Source: an optimization exercise on an open RTL-to-GDS flow (aim: small area, a short achievable clock period and few clock cycles). Production flows keep margins and buffers that such runs may drop.
Only simulation tests tie the RTL to the original design; equivalence was not proved.
No activity file was given, so power comes from the tool's default toggle rates.

$ cat flow/config.mk
export PLATFORM = sky130hd
export DESIGN_NAME = frame_sync_fsm
export DESIGN_NICKNAME = frame_sync_fsm
export VERILOG_FILES = /design/flow/design.v
export SDC_FILE = /design/flow/constraint.sdc
export NUM_CORES = 8
export LEC_CHECK = 0
export CAP_MARGIN = 20
export CORE_MARGIN = 2
export CORE_UTILIZATION = 60
export CTS_CLUSTER_DIAMETER = 80
export CTS_CLUSTER_SIZE = 24
export SLEW_MARGIN = 20
$ cat flow/constraint.sdc
create_clock -name core_clock -period 30.0 [get_ports {clk}]
set_input_delay 6.0000 -clock core_clock [delete_from_list [all_inputs] [get_ports {clk}]]
set_output_delay 6.0000 -clock core_clock [all_outputs]
set_load 0.01 [all_outputs]
$ cat flow/design.v
module fs_crc (
    input  wire [31:0] s,
    input  wire [31:0] w,
    output wire [31:0] s_next
);
    wire [31:0] v = s ^ {w[7:0], w[15:8], w[23:16], w[31:24]};
    wire s32 = v[0] ^ v[22];
    wire s33 = v[2] ^ v[7];
    wire s34 = v[3] ^ v[21];
    wire s35 = v[1] ^ v[23];
    wire s36 = v[4] ^ s32;
    wire s37 = v[18] ^ v[26];
    wire s38 = v[24] ^ v[25];
    wire s39 = v[5] ^ v[8];
    wire s40 = v[6] ^ v[9];
    wire s41 = v[13] ^ v[29];
    wire s42 = v[19] ^ v[27];
    wire s43 = v[14] ^ v[30];
    wire s44 = v[12] ^ v[28];
    wire s45 = v[15] ^ v[31];
    wire s46 = v[10] ^ v[11];
    wire s47 = v[20] ^ s33;
    wire s48 = v[17] ^ s38;
    wire s49 = v[16] ^ v[23];
    wire s50 = v[5] ^ s45;
    wire s51 = v[4] ^ v[24];
    wire s52 = s41 ^ s44;
    wire s53 = v[0] ^ s34;
    wire s54 = s33 ^ s34;
    wire s55 = v[26] ^ s46;
    wire s56 = s35 ^ s42;
    wire s57 = v[7] ^ v[16];
    wire s58 = v[11] ^ v[25];
    wire s59 = v[17] ^ s36;
    wire s60 = v[30] ^ s37;
    wire s61 = v[27] ^ s39;
    wire s62 = v[29] ^ s48;
    wire s63 = s42 ^ s43;
    wire s64 = v[2] ^ v[20];
    wire s65 = v[15] ^ s51;
    wire s66 = v[6] ^ s47;
    wire s67 = v[9] ^ v[14];
    wire s68 = s32 ^ s50;
    wire s69 = v[28] ^ s40;
    wire s70 = v[10] ^ s39;
    wire s71 = v[18] ^ s43;
    wire s72 = v[31] ^ s37;
    wire s73 = v[13] ^ s58;
    wire s74 = s62 ^ s64;
    wire s75 = v[28] ^ s63;
    wire s76 = v[16] ^ s66;
    wire s77 = v[1] ^ s41;
    wire s78 = v[3] ^ s36;
    wire s79 = s35 ^ s40;
    wire s80 = v[7] ^ v[19];
    wire s81 = v[5] ^ s33;
    wire s82 = v[4] ^ s80;
    wire s83 = v[11] ^ s49;
    wire s84 = v[6] ^ s59;
    wire s85 = v[8] ^ v[26];
    wire s86 = s44 ^ s61;
    wire s87 = s40 ^ s60;
    wire s88 = v[10] ^ s49;
    wire s89 = v[3] ^ s82;
    wire s90 = s55 ^ s79;
    wire s91 = s51 ^ s61;
    wire s92 = v[22] ^ s56;
    wire s93 = v[31] ^ s53;
    wire s94 = v[0] ^ s52;
    wire s95 = v[10] ^ s72;
    wire s96 = s67 ^ s81;
    assign s_next[0] = s35 ^ s76 ^ s78 ^ s85;
    assign s_next[1] = v[9] ^ v[17] ^ s35 ^ s54 ^ s91;
    assign s_next[2] = v[2] ^ v[18] ^ s38 ^ s69 ^ s70 ^ s78;
    assign s_next[3] = v[5] ^ v[25] ^ v[29] ^ s89 ^ s90;
    assign s_next[4] = v[12] ^ v[30] ^ s55 ^ s66 ^ s91;
    assign s_next[5] = v[7] ^ s40 ^ s73 ^ s86 ^ s93;
    assign s_next[6] = v[3] ^ s64 ^ s67 ^ s88 ^ s94;
    assign s_next[7] = v[17] ^ s34 ^ s43 ^ s46 ^ s65 ^ s77;
    assign s_next[8] = v[2] ^ v[12] ^ v[16] ^ s36 ^ s50 ^ s58 ^ s71;
    assign s_next[9] = v[12] ^ v[13] ^ v[19] ^ s39 ^ s45 ^ s47 ^ s59;
    assign s_next[10] = v[13] ^ v[21] ^ s36 ^ s37 ^ s96;
    assign s_next[11] = v[3] ^ v[6] ^ v[14] ^ v[15] ^ s70 ^ s92;
    assign s_next[12] = s47 ^ s65 ^ s69 ^ s83;
    assign s_next[13] = v[12] ^ s53 ^ s57 ^ s62 ^ s70;
    assign s_next[14] = v[1] ^ v[8] ^ s59 ^ s73 ^ s87;
    assign s_next[15] = v[12] ^ s56 ^ s95 ^ s96;
    assign s_next[16] = v[13] ^ v[28] ^ s55 ^ s57 ^ s65 ^ s92;
    assign s_next[17] = v[14] ^ s74 ^ s83 ^ s86;
    assign s_next[18] = v[15] ^ s48 ^ s52 ^ s53 ^ s87;
    assign s_next[19] = v[25] ^ s36 ^ s57 ^ s63 ^ s77 ^ s95;
    assign s_next[20] = v[3] ^ v[11] ^ s50 ^ s57 ^ s75 ^ s84;
    assign s_next[21] = v[2] ^ v[3] ^ v[17] ^ v[29] ^ s37 ^ s44 ^ s68;
    assign s_next[22] = v[8] ^ v[22] ^ s41 ^ s42 ^ s47 ^ s60;
    assign s_next[23] = v[8] ^ v[9] ^ v[20] ^ v[23] ^ s75 ^ s93;
    assign s_next[24] = v[24] ^ v[29] ^ s45 ^ s54 ^ s69 ^ s85 ^ s88;
    assign s_next[25] = v[27] ^ v[30] ^ s74 ^ s90;
    assign s_next[26] = v[27] ^ v[31] ^ s38 ^ s44 ^ s46 ^ s54 ^ s60;
    assign s_next[27] = v[31] ^ s56 ^ s58 ^ s76 ^ s94;
    assign s_next[28] = v[21] ^ v[24] ^ s43 ^ s49 ^ s52 ^ s84;
    assign s_next[29] = v[7] ^ s35 ^ s41 ^ s48 ^ s68 ^ s71;
    assign s_next[30] = v[20] ^ v[22] ^ s38 ^ s45 ^ s71 ^ s89;
    assign s_next[31] = v[1] ^ v[6] ^ v[19] ^ v[25] ^ s54 ^ s68;
endmodule
module fs_stats (
    input  wire        clk,
    input  wire        rst,
    input  wire        inc,         
    input  wire [2:0]  code,        
    input  wire [3:0]  ch,
    input  wire        acc,         
    input  wire        fin,         
    input  wire        femit,       
    input  wire [5:0]  fsel,
    output reg  [31:0] fword,
    input  wire [6:0]  rsel,
    input  wire        ral,
    output reg  [31:0] rword,
    output reg         rvalid,
    output wire        run_go,      
    output wire        run_last     
);
    localparam P = 45;
    localparam RUN_LEN = 123;
    reg [12:0] fc0;
    reg [12:0] fc1;
    reg [12:0] fc2;
    reg [12:0] fc3;
    reg [12:0] fc4;
    reg [12:0] fc5;
    reg [12:0] fc6;
    reg [14:0] fc7;
    reg [12:0] fc8;
    reg [12:0] fc9;
    reg [12:0] fc10;
    reg [12:0] fc11;
    reg [12:0] fc12;
    reg [12:0] fc13;
    reg [12:0] fc14;
    reg [12:0] fc15;
    reg [12:0] fc16;
    reg [12:0] fc17;
    reg [12:0] fc18;
    reg [12:0] fc19;
    reg [12:0] fc20;
    reg [12:0] fc21;
    reg [12:0] fc22;
    reg [12:0] fc23;
    reg [12:0] fc24;
    reg [12:0] fc25;
    reg [12:0] fc26;
    reg [12:0] fc27;
    reg [12:0] fc28;
    reg [12:0] fc29;
    reg [12:0] fc30;
    reg [12:0] fc31;
    reg [12:0] fc32;
    reg [12:0] fc33;
    reg [12:0] fc34;
    reg [12:0] fc35;
    reg [12:0] fc36;
    reg [12:0] fc37;
    reg [12:0] fc38;
    reg [12:0] fc39;
    reg [12:0] fc40;
    reg [12:0] fc41;
    reg [12:0] fc42;
    reg [12:0] fc43;
    reg [12:0] fc44;
    reg [63:0] bufs;
    reg [P*32-1:0] rlo, rhi;
    reg [5:0] ph;
    reg zero, zq, cq;
    wire chv = (ch < 4'd9);
    wire [3:0] kr = chv ? ch : 4'd9;    
    wire [3:0] kc = chv ? ch : 4'd8;    
    wire clr = rst | fin;
    function [12:0] tog13;    
        input [12:0] q;
        input en;
        integer b;
        begin
            tog13[0] = en;
            for (b = 1; b < 13; b = b + 1) tog13[b] = tog13[b-1] & q[b-1];
        end
    endfunction
    function [14:0] tog15;    
        input [14:0] q;
        input en;
        integer b;
        begin
            tog15[0] = en;
            for (b = 1; b < 15; b = b + 1) tog15[b] = tog15[b-1] & q[b-1];
        end
    endfunction
    wire [12:0] ft0 = tog13(fc0, inc && ((code == 3'd1)));
    wire [12:0] ft1 = tog13(fc1, inc && ((code == 3'd2)));
    wire [12:0] ft2 = tog13(fc2, inc && ((code == 3'd3)));
    wire [12:0] ft3 = tog13(fc3, inc && ((code == 3'd4)));
    wire [12:0] ft4 = tog13(fc4, inc && ((code == 3'd5)));
    wire [12:0] ft5 = tog13(fc5, inc && ((code == 3'd6)));
    wire [12:0] ft6 = tog13(fc6, inc && (((code == 3'd3 || code == 3'd6) && !chv)));
    wire [14:0] ft7 = tog15(fc7, inc && (1'b1));
    reg [3:0] bk;
    reg [1:0] bf;
    reg       bval;
    always @(*) begin
        bval = 1'b1; bk = kc; bf = 2'd0;
        case (code)
            3'd2: begin bk = ch; bf = 2'd0; end
            3'd3: begin bk = kr; bf = 2'd1; end
            3'd6: begin bk = 4'd9; bf = 2'd1; end
            3'd4: begin bk = kc; bf = 2'd2; end
            3'd5: begin bk = kc; bf = 2'd3; end
            default: bval = 1'b0;
        endcase
    end
    wire [5:0]  bidx = 6'd12 + {bk, bf};
    wire [5:0]  msel = femit ? fsel : bidx;
    wire        bw   = inc & bval;
    wire [12:0] bwd  = clr ? 13'd0 : fword[12:0] + 13'd1;
    always @(posedge clk) begin
        fc0 <= clr ? 13'd0 : fc0 ^ ft0;
        fc1 <= clr ? 13'd0 : fc1 ^ ft1;
        fc2 <= clr ? 13'd0 : fc2 ^ ft2;
        fc3 <= clr ? 13'd0 : fc3 ^ ft3;
        fc4 <= clr ? 13'd0 : fc4 ^ ft4;
        fc5 <= clr ? 13'd0 : fc5 ^ ft5;
        fc6 <= clr ? 13'd0 : fc6 ^ ft6;
        fc7 <= clr ? 15'd0 : fc7 ^ ft7;
        if (clr | (bw & (bidx == 6'd12))) fc8 <= bwd;
        if (clr | (bw & (bidx == 6'd13))) fc9 <= bwd;
        if (clr | (bw & (bidx == 6'd14))) fc10 <= bwd;
        if (clr | (bw & (bidx == 6'd15))) fc11 <= bwd;
        if (clr | (bw & (bidx == 6'd16))) fc12 <= bwd;
        if (clr | (bw & (bidx == 6'd17))) fc13 <= bwd;
        if (clr | (bw & (bidx == 6'd18))) fc14 <= bwd;
        if (clr | (bw & (bidx == 6'd19))) fc15 <= bwd;
        if (clr | (bw & (bidx == 6'd20))) fc16 <= bwd;
        if (clr | (bw & (bidx == 6'd21))) fc17 <= bwd;
        if (clr | (bw & (bidx == 6'd22))) fc18 <= bwd;
        if (clr | (bw & (bidx == 6'd23))) fc19 <= bwd;
        if (clr | (bw & (bidx == 6'd24))) fc20 <= bwd;
        if (clr | (bw & (bidx == 6'd25))) fc21 <= bwd;
        if (clr | (bw & (bidx == 6'd26))) fc22 <= bwd;
        if (clr | (bw & (bidx == 6'd27))) fc23 <= bwd;
        if (clr | (bw & (bidx == 6'd28))) fc24 <= bwd;
        if (clr | (bw & (bidx == 6'd29))) fc25 <= bwd;
        if (clr | (bw & (bidx == 6'd30))) fc26 <= bwd;
        if (clr | (bw & (bidx == 6'd31))) fc27 <= bwd;
        if (clr | (bw & (bidx == 6'd32))) fc28 <= bwd;
        if (clr | (bw & (bidx == 6'd33))) fc29 <= bwd;
        if (clr | (bw & (bidx == 6'd34))) fc30 <= bwd;
        if (clr | (bw & (bidx == 6'd35))) fc31 <= bwd;
        if (clr | (bw & (bidx == 6'd36))) fc32 <= bwd;
        if (clr | (bw & (bidx == 6'd37))) fc33 <= bwd;
        if (clr | (bw & (bidx == 6'd38))) fc34 <= bwd;
        if (clr | (bw & (bidx == 6'd39))) fc35 <= bwd;
        if (clr | (bw & (bidx == 6'd40))) fc36 <= bwd;
        if (clr | (bw & (bidx == 6'd41))) fc37 <= bwd;
        if (clr | (bw & (bidx == 6'd42))) fc38 <= bwd;
        if (clr | (bw & (bidx == 6'd43))) fc39 <= bwd;
        if (clr | (bw & (bidx == 6'd44))) fc40 <= bwd;
        if (clr | (bw & (bidx == 6'd45))) fc41 <= bwd;
        if (clr | (bw & (bidx == 6'd46))) fc42 <= bwd;
        if (clr | (bw & (bidx == 6'd47))) fc43 <= bwd;
        if (clr | (bw & (bidx == 6'd49))) fc44 <= bwd;
        if (rst) bufs <= 64'd0;
        else if (fin) bufs <= bufs + 64'd1;
    end
    always @(*) begin
        case (msel)
            6'd0:  fword = {8'd3, 8'd0, 16'd56};
            6'd1:  fword = bufs[63:32];
            6'd2:  fword = bufs[31:0];
            6'd3:  fword = fc0;
            6'd4:  fword = fc1;
            6'd5:  fword = fc2;
            6'd6:  fword = fc3;
            6'd7:  fword = fc4;
            6'd8:  fword = fc5;
            6'd9:  fword = fc6;
            6'd10: fword = {31'd0, (fc1 == 13'd0) && (fc2 == 13'd0)};
            6'd11: fword = fc7;
            6'd12: fword = fc8;
            6'd13: fword = fc9;
            6'd14: fword = fc10;
            6'd15: fword = fc11;
            6'd16: fword = fc12;
            6'd17: fword = fc13;
            6'd18: fword = fc14;
            6'd19: fword = fc15;
            6'd20: fword = fc16;
            6'd21: fword = fc17;
            6'd22: fword = fc18;
            6'd23: fword = fc19;
            6'd24: fword = fc20;
            6'd25: fword = fc21;
            6'd26: fword = fc22;
            6'd27: fword = fc23;
            6'd28: fword = fc24;
            6'd29: fword = fc25;
            6'd30: fword = fc26;
            6'd31: fword = fc27;
            6'd32: fword = fc28;
            6'd33: fword = fc29;
            6'd34: fword = fc30;
            6'd35: fword = fc31;
            6'd36: fword = fc32;
            6'd37: fword = fc33;
            6'd38: fword = fc34;
            6'd39: fword = fc35;
            6'd40: fword = fc36;
            6'd41: fword = fc37;
            6'd42: fword = fc38;
            6'd43: fword = fc39;
            6'd44: fword = fc40;
            6'd45: fword = fc41;
            6'd46: fword = fc42;
            6'd47: fword = fc43;
            6'd49: fword = fc44;
            default: fword = 32'd0;
        endcase
    end
    reg [14:0] opnd, opnd_q;
    always @(*) begin
        case (ph)
            6'd0: opnd = fc22;
            6'd1: opnd = fc1;
            6'd2: opnd = fc23;
            6'd3: opnd = fc2;
            6'd4: opnd = fc24;
            6'd5: opnd = fc3;
            6'd6: opnd = fc25;
            6'd7: opnd = fc4;
            6'd8: opnd = fc26;
            6'd9: opnd = fc5;
            6'd10: opnd = fc27;
            6'd11: opnd = fc6;
            6'd12: opnd = fc28;
            6'd13: opnd = fc7;
            6'd14: opnd = fc29;
            6'd15: opnd = fc44;
            6'd16: opnd = fc8;
            6'd17: opnd = fc30;
            6'd18: opnd = fc9;
            6'd19: opnd = fc31;
            6'd20: opnd = fc10;
            6'd21: opnd = fc32;
            6'd22: opnd = fc11;
            6'd23: opnd = fc33;
            6'd24: opnd = fc12;
            6'd25: opnd = fc34;
            6'd26: opnd = fc13;
            6'd27: opnd = fc35;
            6'd28: opnd = fc14;
            6'd29: opnd = fc36;
            6'd30: opnd = fc15;
            6'd31: opnd = fc37;
            6'd32: opnd = fc16;
            6'd33: opnd = fc38;
            6'd34: opnd = fc17;
            6'd35: opnd = fc39;
            6'd36: opnd = fc18;
            6'd37: opnd = fc40;
            6'd38: opnd = fc19;
            6'd39: opnd = fc41;
            6'd40: opnd = fc20;
            6'd41: opnd = fc42;
            6'd42: opnd = fc21;
            6'd43: opnd = fc43;
            6'd44: opnd = fc0;
            default: opnd = 15'd0;
        endcase
    end
    always @(posedge clk) opnd_q <= acc ? opnd : 15'd0;
    wire [31:0] head_lo = zero ? 32'd0 : rlo[31:0];
    wire [32:0] lo_sum  = {1'b0, head_lo} + {18'd0, opnd_q};
    wire [31:0] hi_fix  = (zq ? 32'd0 : rhi[P*32-1 -: 32]) + {31'd0, cq};
    always @(posedge clk) begin
        rlo <= {lo_sum[31:0], rlo[P*32-1:32]};
        rhi <= {rhi[31:0], hi_fix, rhi[(P-1)*32-1:32]};
        cq  <= lo_sum[32];
        zq  <= zero;
        if (rst) begin
            ph   <= 6'd0;
            zero <= 1'b1;
        end else begin
            ph <= (ph == P-1) ? 6'd0 : ph + 6'd1;
            if (ph == P-1) zero <= 1'b0;
        end
    end
    assign run_go = (ph == 42);
    assign run_last = (rsel == 7'd122);
    always @(*) begin
        rvalid = 1'b1;
        case (rsel)
            7'd0: rword = {8'd4, 8'd0, 16'd108};
            7'd1: rword = bufs[63:32];
            7'd2: rword = bufs[31:0];
            7'd3: rword = rhi[31:0];    
            7'd4: rword = rlo[P*32-1 -: 32];    
            7'd5: rword = rhi[31:0];    
            7'd6: rword = rlo[P*32-1 -: 32];    
            7'd7: rword = rhi[31:0];    
            7'd8: rword = rlo[P*32-1 -: 32];    
            7'd9: rword = rhi[31:0];    
            7'd10: rword = rlo[P*32-1 -: 32];    
            7'd11: rword = rhi[31:0];    
            7'd12: rword = rlo[P*32-1 -: 32];    
            7'd13: rword = rhi[31:0];    
            7'd14: rword = rlo[P*32-1 -: 32];    
            7'd15: rword = rhi[31:0];    
            7'd16: rword = rlo[P*32-1 -: 32];    
            7'd17: rword = rhi[31:0];    
            7'd18: rword = rlo[P*32-1 -: 32];    
            7'd19: rword = {31'd0, ral};
            7'd20: rword = rhi[31:0];    
            7'd21: rword = rlo[P*32-1 -: 32];    
            7'd22: rword = rhi[31:0];    
            7'd23: rword = rlo[P*32-1 -: 32];    
            7'd24: rword = rhi[31:0];    
            7'd25: rword = rlo[P*32-1 -: 32];    
            7'd26: rword = rhi[31:0];    
            7'd27: rword = rlo[P*32-1 -: 32];    
            7'd28: rword = rhi[31:0];    
            7'd29: rword = rlo[P*32-1 -: 32];    
            7'd30: rword = rhi[31:0];    
            7'd31: rword = rlo[P*32-1 -: 32];    
            7'd32: rword = rhi[31:0];    
            7'd33: rword = rlo[P*32-1 -: 32];    
            7'd34: rword = rhi[31:0];    
            7'd35: rword = rlo[P*32-1 -: 32];    
            7'd36: rword = rhi[31:0];    
            7'd37: rword = rlo[P*32-1 -: 32];    
            7'd38: rword = rhi[31:0];    
            7'd39: rword = rlo[P*32-1 -: 32];    
            7'd40: rword = rhi[31:0];    
            7'd41: rword = rlo[P*32-1 -: 32];    
            7'd42: rword = rhi[31:0];    
            7'd43: rword = rlo[P*32-1 -: 32];    
            7'd44: rword = rhi[31:0];    
            7'd45: rword = rlo[P*32-1 -: 32];    
            7'd46: rword = rhi[31:0];    
            7'd47: rword = rlo[P*32-1 -: 32];    
            7'd49: rword = rhi[31:0];    
            7'd50: rword = rlo[P*32-1 -: 32];    
            7'd51: rword = rhi[31:0];    
            7'd52: rword = rlo[P*32-1 -: 32];    
            7'd53: rword = rhi[31:0];    
            7'd54: rword = rlo[P*32-1 -: 32];    
            7'd55: rword = rhi[31:0];    
            7'd56: rword = rlo[P*32-1 -: 32];    
            7'd57: rword = rhi[31:0];    
            7'd58: rword = rlo[P*32-1 -: 32];    
            7'd59: rword = rhi[31:0];    
            7'd60: rword = rlo[P*32-1 -: 32];    
            7'd61: rword = rhi[31:0];    
            7'd62: rword = rlo[P*32-1 -: 32];    
            7'd63: rword = rhi[31:0];    
            7'd64: rword = rlo[P*32-1 -: 32];    
            7'd66: rword = rhi[31:0];    
            7'd67: rword = rlo[P*32-1 -: 32];    
            7'd68: rword = rhi[31:0];    
            7'd69: rword = rlo[P*32-1 -: 32];    
            7'd70: rword = rhi[31:0];    
            7'd71: rword = rlo[P*32-1 -: 32];    
            7'd72: rword = rhi[31:0];    
            7'd73: rword = rlo[P*32-1 -: 32];    
            7'd74: rword = rhi[31:0];    
            7'd75: rword = rlo[P*32-1 -: 32];    
            7'd76: rword = rhi[31:0];    
            7'd77: rword = rlo[P*32-1 -: 32];    
            7'd78: rword = rhi[31:0];    
            7'd79: rword = rlo[P*32-1 -: 32];    
            7'd80: rword = rhi[31:0];    
            7'd81: rword = rlo[P*32-1 -: 32];    
            7'd82: rword = rhi[31:0];    
            7'd83: rword = rlo[P*32-1 -: 32];    
            7'd84: rword = rhi[31:0];    
            7'd85: rword = rlo[P*32-1 -: 32];    
            7'd86: rword = rhi[31:0];    
            7'd87: rword = rlo[P*32-1 -: 32];    
            7'd88: rword = rhi[31:0];    
            7'd89: rword = rlo[P*32-1 -: 32];    
            7'd90: rword = rhi[31:0];    
            7'd91: rword = rlo[P*32-1 -: 32];    
            7'd92: rword = rhi[31:0];    
            7'd93: rword = rlo[P*32-1 -: 32];    
            7'd94: rword = 32'd0;
            7'd95: rword = 32'd0;
            7'd109: rword = rhi[31:0];    
            7'd110: rword = rlo[P*32-1 -: 32];    
            7'd111: rword = 32'd0;
            7'd112: rword = 32'd0;
            7'd113: rword = 32'd0;
            7'd114: rword = 32'd0;
            7'd115: rword = 32'd0;
            7'd116: rword = 32'd0;
            7'd117: rword = 32'd0;
            7'd118: rword = 32'd0;
            7'd119: rword = 32'd0;
            7'd120: rword = 32'd0;
            7'd121: rword = 32'd0;
            7'd122: rword = 32'd0;
            default: begin rword = 32'd0; rvalid = 1'b0; end
        endcase
    end
endmodule
module frame_sync_fsm (
    input  wire        clk,
    input  wire        rst,
    input  wire        in_valid,
    output wire        in_ready,
    input  wire [1:0]  in_kind,
    input  wire [31:0] in_data,
    output wire        out_valid,
    output reg  [31:0] out_data
);
    localparam [28:0] SYNC_HI = 29'h0B4B4B4A;   
    localparam CQ_D = 8;                        
    reg rst_q;
    always @(posedge clk) rst_q <= rst;
    reg  rdy;
    assign in_ready = rdy;
    wire acc    = in_valid & rdy;
    wire a_word = acc & (in_kind == 2'd0);
    wire a_eob  = acc & (in_kind == 2'd1);
    wire a_mark = acc & (in_kind[1] ^ in_kind[0]);
    wire shift  = a_word;
    wire rdy_n, al_n, busy_n, sb_n;    
    reg [31:0] win [0:7];       
    reg [31:0] crc;             
    reg        crc_ok;          
    reg [7:0]  sc;              
    reg [15:0] wcnt;            
    reg [3:0]  need;            
    reg        step_pend;
    reg        aligned;
    wire        sync   = sc[7];
    wire        flag   = win[0][31];
    wire [3:0]  ch     = win[0][27:24];
    wire        chv    = (ch < 4'd9);
    wire        dr     = (wcnt[2:0] == 3'd1);       
    wire o_aerr = aligned & ~sync & flag;
    wire o_aok  = aligned & ~sync & ~flag & crc_ok & chv;
    wire o_loss = aligned & ~sync & ~flag & ~(crc_ok & chv);
    wire adv1   = ~sync & (~aligned | o_loss);
    wire counts = sync | aligned | dr;               
    wire ev     = aligned & ~sync & (flag | ~chv);   
    wire cq_full;
    reg  snap_busy;
    reg  sb;                    
    wire snap_done;             
    wire step_fire = step_pend & ~(counts & cq_full) & ~(ev & sb);
    wire [2:0] s_code = sync   ? 3'd1 :
                        o_aok  ? 3'd2 :
                        o_aerr ? 3'd3 :
                        o_loss ? 3'd6 :
                        flag   ? 3'd5 : 3'd4;
    reg  mk_pend, mk_read, mk_al;
    wire mark = mk_pend & ~cq_full;
    wire [3:0] need_eff = step_fire ? (adv1 ? 4'd1 : 4'd8) : need;
    wire [2:0] wj       = 3'd0 - need_eff[2:0];
    wire [31:0] crc_next;
    fs_crc u_crc (.s((wj == 3'd0) ? 32'hFFFFFFFF : crc), .w(in_data), .s_next(crc_next));
    wire       w_match  = (in_data[31:3] == SYNC_HI);
    integer j;
    always @(posedge clk) begin
        if (shift) begin
            for (j = 0; j < 7; j = j + 1) win[j] <= win[j + 1];
            win[7] <= in_data;
            sc[0] <= w_match & (in_data[2:0] == 3'd0);
            for (j = 1; j < 8; j = j + 1)
                sc[j] <= sc[j - 1] & w_match & (in_data[2:0] == j);
        end
        if (shift) begin
            if (wj != 3'd7) crc    <= crc_next;
            else            crc_ok <= (crc == in_data);
        end
        if (rst) begin
            wcnt      <= 16'd0;
            need      <= 4'd8;
            step_pend <= 1'b0;
            aligned   <= 1'b0;
            mk_pend   <= 1'b0;
            rdy       <= 1'b0;
        end else begin
            rdy <= rdy_n;
            if (a_mark) begin
                mk_pend <= 1'b1;
                mk_read <= in_kind[1];
                mk_al   <= al_n;
            end else if (mark) mk_pend <= 1'b0;
            if (shift) begin
                wcnt <= wcnt + 16'd1;
                if (need_eff == 4'd1) begin
                    step_pend <= 1'b1;
                    need      <= 4'd8;
                end else begin
                    step_pend <= 1'b0;
                    need      <= need_eff - 4'd1;
                end
            end else if (step_fire) begin
                step_pend <= 1'b0;
                need      <= need_eff;
            end
            if (a_eob) begin
                wcnt <= 16'd0;
                need <= 4'd8;
            end
            if (step_fire) begin
                if (sync)   aligned <= 1'b1;
                if (o_loss) aligned <= 1'b0;
            end
        end
    end
    reg [31:0] sn [0:7];        
    reg [31:0] sn_crc;
    reg [15:0] sn_p;
    reg        sn_ok;
    wire snap_load = step_fire & ev;
    always @(posedge clk) begin
        if (snap_load) begin
            for (j = 0; j < 8; j = j + 1) sn[j] <= win[j];
            sn_crc <= crc;
            sn_p   <= wcnt - 16'd8;
            sn_ok  <= crc_ok;
        end
    end
    wire [255:0] SF = {sn[0], sn[1], sn[2], sn[3], sn[4], sn[5], 32'd0, sn[7]};
    wire [32:0]  delta = {1'b0, sn_crc} - {1'b0, SF[31:0]};
    wire [31:0]  bad_word = {8'd2, SF[251:248], SF[255], SF[255] ? 1'b0 : sn_ok, 2'b00, sn_p};
    reg  [31:0]  err_word;
    reg  [3:0]   ei;
    always @(*) begin
        case (ei)
            4'd0:  err_word = {8'd1, 8'd0, 16'd13};
            4'd1:  err_word = {28'd0, SF[251:248]};
            4'd2:  err_word = {21'd0, SF[220:210]};
            4'd3:  err_word = {20'd0, SF[128:117]};
            4'd4:  err_word = SF[116:85];
            4'd5:  err_word = {32{delta[32]}};
            4'd6:  err_word = delta[31:0];
            4'd7:  err_word = {5'd0, SF[247:221]};
            4'd8:  err_word = {5'd0, SF[209:183]};
            4'd9:  err_word = {5'd0, SF[182:156]};
            4'd10: err_word = {5'd0, SF[155:129]};
            4'd11: err_word = SF[31:0];
            default: err_word = sn_crc;
        endcase
    end
    reg [6:0] cq [0:CQ_D-1];
    reg [2:0] cwp, crp;
    reg [3:0] cqn;
    assign cq_full = (cqn == CQ_D);
    wire       c_push = (step_fire & counts) | mark;
    wire [6:0] c_in   = mark ? {3'd7, 2'b00, mk_read, mk_al} : {s_code, ch};
    wire [6:0] chd    = cq[crp];
    wire       chv_q  = (cqn != 4'd0);
    wire       c_pop;
    always @(posedge clk) begin
        if (c_push) cq[cwp] <= c_in;
        if (rst) begin
            cwp <= 3'd0; crp <= 3'd0; cqn <= 4'd0;
        end else begin
            cwp <= cwp + {2'd0, c_push};
            crp <= crp + {2'd0, c_pop};
            cqn <= cqn + {3'd0, c_push} - {3'd0, c_pop};
        end
    end
    localparam [1:0] Q_IDLE = 2'd0, Q_ERR = 2'd1, Q_FILE = 2'd2, Q_RUN = 2'd3;
    reg  [1:0] qs;
    reg  [6:0] qi;
    reg        ral;
    reg        ov;
    assign out_valid = ov;
    wire [2:0] hcode = chd[6:4];
    wire [3:0] hch   = chd[3:0];
    wire h_bad   = ((hcode == 3'd3) | (hcode == 3'd6)) & ~(hch < 4'd9);
    wire h_err   = (hcode == 3'd3);
    wire h_ev    = h_bad | h_err;
    wire h_cnt   = chv_q & (hcode != 3'd7) & ((qs == Q_IDLE) | (~h_ev & (qs != Q_FILE)));
    wire h_mark  = chv_q & (qs == Q_IDLE) & (hcode == 3'd7);
    wire run_go, run_last;
    wire go_file = h_mark & ~hch[1];
    assign snap_done = ((qs == Q_ERR) & (qi[3:0] == 4'd12)) | (h_cnt & h_bad & ~h_err);
    wire go_run  = h_mark & hch[1] & run_go;
    assign c_pop = h_cnt | go_file | go_run;
    wire        f_acc = go_file | ((qs == Q_FILE) & (qi <= 7'd44));
    wire        f_fin = (qs == Q_FILE) & (qi == 7'd55);
    wire [31:0] fword, rword;
    wire        rvalid;
    fs_stats u_stats (
        .clk(clk), .rst(rst_q),
        .inc(h_cnt), .code(hcode), .ch(hch),
        .acc(f_acc), .fin(f_fin),
        .femit(qs == Q_FILE), .fsel(qi[5:0]), .fword(fword),
        .rsel(qi), .ral(ral), .rword(rword), .rvalid(rvalid),
        .run_go(run_go), .run_last(run_last)
    );
    always @(*) begin
        ei = qi[3:0];
        if (qs == Q_IDLE) ei = 4'd0;
    end
    reg [31:0] out_next;
    always @(*) begin
        case (qs)
            Q_IDLE:  out_next = (h_cnt & h_bad) ? bad_word :
                                 h_cnt          ? err_word :
                                 hch[1]         ? {8'd4, 8'd0, 16'd108} : {8'd3, 8'd0, 16'd56};
            Q_ERR:   out_next = err_word;
            Q_FILE:  out_next = fword;
            default: out_next = rword;
        endcase
    end
    always @(posedge clk) out_data <= out_next;
    always @(posedge clk) begin
        if (rst) begin
            qs <= Q_IDLE; qi <= 7'd0; ov <= 1'b0; snap_busy <= 1'b0; sb <= 1'b0;
        end else begin
            ov <= 1'b0;
            case (qs)
                Q_IDLE: begin
                    if (h_cnt & h_ev) begin
                        if (h_bad) begin
                            ov <= 1'b1;
                            if (h_err) begin qs <= Q_ERR; qi <= 7'd0; end
                        end else begin
                            ov <= 1'b1;
                            qs <= Q_ERR; qi <= 7'd1;
                        end
                    end else if (go_file) begin
                        ov <= 1'b1;
                        qs <= Q_FILE; qi <= 7'd1;
                    end else if (go_run) begin
                        ov <= 1'b1;
                        qs <= Q_RUN; qi <= 7'd1; ral <= hch[0];
                    end
                end
                Q_ERR: begin
                    ov <= 1'b1;
                    qi <= qi + 7'd1;
                    if (qi == 7'd12) qs <= Q_IDLE;
                end
                Q_FILE: begin
                    ov <= 1'b1;
                    qi <= qi + 7'd1;
                    if (qi == 7'd55) qs <= Q_IDLE;
                end
                default: begin
                    ov <= rvalid;
                    qi <= qi + 7'd1;
                    if (run_last) qs <= Q_IDLE;
                end
            endcase
            snap_busy <= busy_n;
            sb        <= sb_n;
        end
    end
    assign      al_n     = step_fire ? ((aligned | sync) & ~o_loss) : aligned;
    wire        sp_n     = a_eob ? 1'b0 : shift ? (need_eff == 4'd1) : (step_pend & ~step_fire);
    wire [31:0] w0_n     = shift ? win[1] : win[0];
    wire        msync_n  = shift ? sc[6] : sc[7];
    wire        chv_n    = (w0_n[27:24] < 4'd9);
    wire [2:0]  wl_n     = a_eob ? 3'd0 : shift ? (wcnt[2:0] + 3'd1) : wcnt[2:0];
    wire        counts_n = msync_n | al_n | (wl_n == 3'd1);
    wire        ev_n     = al_n & (w0_n[31] | ~chv_n);
    wire [3:0]  cqn_n    = cqn + {3'd0, c_push} - {3'd0, c_pop};
    wire        cqfull_n = (cqn_n == CQ_D);
    assign      busy_n   = snap_load | (snap_busy & ~snap_done);
    assign      sb_n     = busy_n & ~((qs == Q_ERR) & (qi[3:0] == 4'd11));
    wire        mkp_n    = a_mark | (mk_pend & ~mark);
    assign      rdy_n    = ~(sp_n & ((counts_n & cqfull_n) | (ev_n & sb_n))) & ~(mkp_n & cqfull_n);
endmodule
$ cat flow/flow/run.sh
#!/bin/bash
# Layout flow: the standard ORFS flow (standard synthesis, floorplan, power
# grid, placement, CTS, routing) with two changes:
#  - the buffers every input and output port gets are buf_4 cells instead of
#    the delay-buffer cell buffer_ports picks by default;
#  - ORFS's timing repair (after CTS and after global routing) works until the
#    setup slack is 23 ns instead of stopping at 0 ns. The clock, its period
#    and all constraints are unchanged; this only makes the repair try harder.
# Each tool's full output stays in orfs/logs/; make's own output goes to
# flow_make.log.
set -euo pipefail
export BUFFER_PORTS_ARGS="-buffer_cell sky130_fd_sc_hd__buf_4"
export SETUP_SLACK_MARGIN=23
bash standard.sh > flow_make.log 2>&1
$ cat flow/standard.sh
#!/bin/bash
# synth_recipe.tcl (not shown) runs the flow's synth.tcl, then flattens the netlist and writes it again
# the make line also repeats each setting of config.mk as NAME=value (left out here)
make -C /OpenROAD-flow-scripts/flow DESIGN_CONFIG=/design/flow/config.mk WORK_HOME=/design/flow/orfs CLKGATE_MAP_FILE= SYNTH_SCRIPT=/design/flow/synth_recipe.tcl "${@:-finish}"
==> notes.md <==
layer usage:
metal,global-route usage (%),up-vias,wire length [um]
met1,51.24,36420,156100
met3,16.69,1637,56750
met2,57.10,5861,175200
li1,-,29580,-
met5,1.306,-,459
met4,26.69,27,35310
synthesized netlist by cell type, types with 51 or more instances:
| master | number |
|---|---|
| nor4_1 | 51 |
| edfxtp_1 | 1078 |
| clkbuf_1 | 218 |
| a21oi_1 | 161 |
| nor3_1 | 73 |
| a22oi_1 | 279 |
| nor2_1 | 370 |
| a222oi_1 | 92 |
| nand2_1 | 255 |
| o21ai_0 | 162 |
| dfxtp_1 | 3158 |
| and2_1 | 118 |
| ha_1 | 185 |
| a22o_1 | 129 |
| inv_1 | 107 |
| xnor2_1 | 309 |
| a221oi_1 | 157 |
| xor2_1 | 150 |
| nand3_1 | 155 |
| and3_1 | 74 |
| nor2b_1 | 61 |
| nand4_1 | 121 |
kinds of logic after synthesis:
group	count (synthesis)	share of synthesized area, %
and+or+nand+nor	1435	6.075
adders and majority gates	188	1.949
AOI/OAI and AO/OA	1298	8.000
DFF	4236	78.45
muxes	76	0.7434
buffers and inverters	415	1.488
xor gates and xnor gates	459	3.299
power groups by stage:
stage	clock network, mW	logic (mW)	registers (mW)
after detailed placement	0	3.42	7.25
after global routing	3.44	3.83	7.18
after floorplan	0	1.87	7.06
after CTS	3.26	3.55	7.13
final	3.23	3.88	7.18
after global placement	0	3.40	7.26
path summary, 6_finish.rpt:
kind | startpoint | to | slack (ps) | cells after the start
min | u_stats.rhi[787] | u_stats.rhi[755] | 290 | 0
max | out_data[5] | out_data[5] | 22520 | 1
min reg2reg | u_stats.rhi[787] | u_stats.rhi[755] | 290 | 0
max reg2reg | crp[1] | u_stats.fc32[12] | 23010 | 24
state kept, by name, indices dropped and copies added (netlist names), 15 cells and up:
register,flops
u_stats.rlo,1440
sn_crc,32
u_stats.bufs,64
wcnt,16
sn,200
crc,32
out_data,32
sn_p,16
cq,56
u_stats.fc7,15
u_stats.rhi,1440
win,253
u_stats.opnd_q,15
timing repair:
item                       in CTS  in global routing
gates resized for setup       127                 48
buffers inserted               24                 25
setup endpoints to repair     741                319
pin swaps                      10                 12
cloned                          4                  0
per-stage QoR:
stage	power (mW)	setup WS (ps)	area, sq um	cells	utilization, %
CTS	13.95	22530	135100	11060	66.85
global route	14.45	22520	135700	11100	67.12
finish	14.29	22520	135800	11160	67.19
global placement	10.66	21190	127700	10730	63.18
floorplan	8.925	21980	123000	8107	-
detailed placement	10.68	20840	127900	10740	63.29
cell type report:
| type | count | area [sq um] | share of cell area, % |
|---|---|---|---|
| flip-flops and latches | 4236 | 95660 | 70.44 |
| multi-input cells | 3458 | 26950 | 19.85 |
| clock buffers | 244 | 5520 | 4.065 |
| well taps | 2672 | 3343 | 2.462 |
| repair buffers | 313 | 2803 | 2.064 |
| clock inverters | 54 | 877.1 | 0.6459 |
| inverters | 108 | 446.7 | 0.3289 |
| diodes | 73 | 182.7 | 0.1345 |
| repair inverters | 2 | 17.52 | 0.01290 |
==> reports/results.txt <==
Outcome -> timing/DRC/antenna clean
Arrival time at the worst endpoint -> 1480 ps
Unique cell type count in the Yosys netlist -> 108
Final Hold Viols -> 0
Max VDD drop -> 119.5 uV
Dpl hpwl -> 259700 um
Largest area contributor in the netlist -> dfxtp_1
Critical path fanouts, max -> 1
CTS Buffer Depth -> 3
TNS Setup -> 0 ps
Cell Rows -> 165
Tmin final -> 7484 ps
Share of layout cells above drive strength 1 -> 11.40%
Yosys warns -> 4
Largest net degree at the start of global routing -> 190
Critical path startpoint category -> register
CP max stage cell -> dfxtp_4
Drt wl/cell -> 37.98 um
H-tree depth -> 4
Fill cells -> 12880
Max Cap Violations -> 0
P_sw -> 5.102 mW
Final worst-path cycle share -> 24.95%
Vias in the first global route -> 71070
Hold Crit Class -> register to register
CP required -> 24000 ps
Syn Std Cell Area -> 121900 sq um
Leakage -> 50.08 nW
Max-slew violation count -> 0
Critical path capture point type -> output pin
Clk sinks -> 4236
Initial antenna violation count -> 40
CP top delay family -> flip-flops
TritonRoute pass-1 iters -> 12
Via density -> 6.588
Syn_nets -> 8332
Relative slew margins -> 8.971%
Clock tree from TritonCTS -> yes
Vias -> 73520
Die Span X -> 454.7 um
Top area cells in the synthesized netlist -> dfxtp_1 (52%), edfxtp_1 (27%), xnor2_1 (2.2%)
Commonest non-fill, non-tap cell in the layout -> dfxtp_1
Yosys top cell area share -> 51.88%
Power per standard cell area -> 105.2 nW/um^2
Io pins -> 71
Later-pin clock latency in the skew report -> 920 ps
Nets -> 8556
Clock skew -> 69.35 ps
Remaining DRCs -> 0
GRT Overall Usage -> 40.54%
Crit path buf inv count -> 1
Initial Util -> 60.29%
Post-Syn Area per Cell -> 15.03 sq um
First-pass GRT wire length -> 572800 um
Die H -> 454.7 um
Iter 0 DRT Violations -> 11680
Post-synthesis sequential area ratio -> 78.45%
Hold_ws -> 286.3 ps
Clock network power share -> 22.6%
Die Area -> 206700 sq um
CP Cell Sequence -> buf_6
Core region area -> 202100 sq um
P&R area growth vs syn -> 11.45%
Hold Buf Count CTS -> 0
Net Sw Frac -> 35.71%
Post-synth EDFFs -> 1078
Setup violators final -> 0
Cells after synthesis -> 8107
Comb pwr share -> 27.1%
Global-route congestion overflow total -> 0
Post-synthesis register bit count -> 4236
Total CTS buffers -> 212
Antenna Violating Nets Remaining -> 0
Top FF cell, synth -> dfxtp_1
GPL Wtd Cong -> 1.087
Worst-Margin Slew -> 1353 ps
Post-synthesis async set-or-reset flop share -> 0%
Clock root buffer -> clkbuf_16
Commonest cells after routing, fill and taps aside -> dfxtp_1 (3120), edfxtp_1 (1078), nor2_1 (309)
Final Routed Wirelength -> 423800 um
Max stage delay on crit path -> 430 ps
Internal power -> 9.185 mW
Reg power frac -> 50.2%
Critical path class -> register to output pin
Peak Freq -> 133.6 MHz
Clock transition at path regs -> 100 ps
I/O Buffers -> 70
RSZ-0062 raised after global routing -> true
Testbench counts, summed over its fixed seeds: cycles 59,071.

[static timing again, ports no longer ideal]
The flow's constraints put no driver on any port. The routed layout listed below was extracted and timed again, unchanged, in two steps.
Step 1 (the two cells are an assumption about what drives the block):
set clk [get_ports {clk}]
set_driving_cell -lib_cell sky130_fd_sc_hd__clkbuf_16 $clk
set_driving_cell -lib_cell sky130_fd_sc_hd__buf_2 [delete_from_list [all_inputs] $clk]
Step 2 adds t to the input delays and takes it off the output delays; t is the mean of the earliest and latest rising clock arrival at the registers after step 1. Input paths then give back, and output paths get back, about the clock's delay inside the block.
Three values: ideal, step 1, step 2; two values: the first two.
t, ns: 0.980
slack for setup (ns): 22.516 / 22.423 / 22.077
slew at the worst register clock pin (ns): 0.11 / 0.11
worst slew at a driven data input, ns: 0.08
pins driven straight from the clock port: 1
After both steps this run still meets setup and hold. The setup slack of this run moves by -0.093 ns with the drivers and by -0.439 ns with both steps.
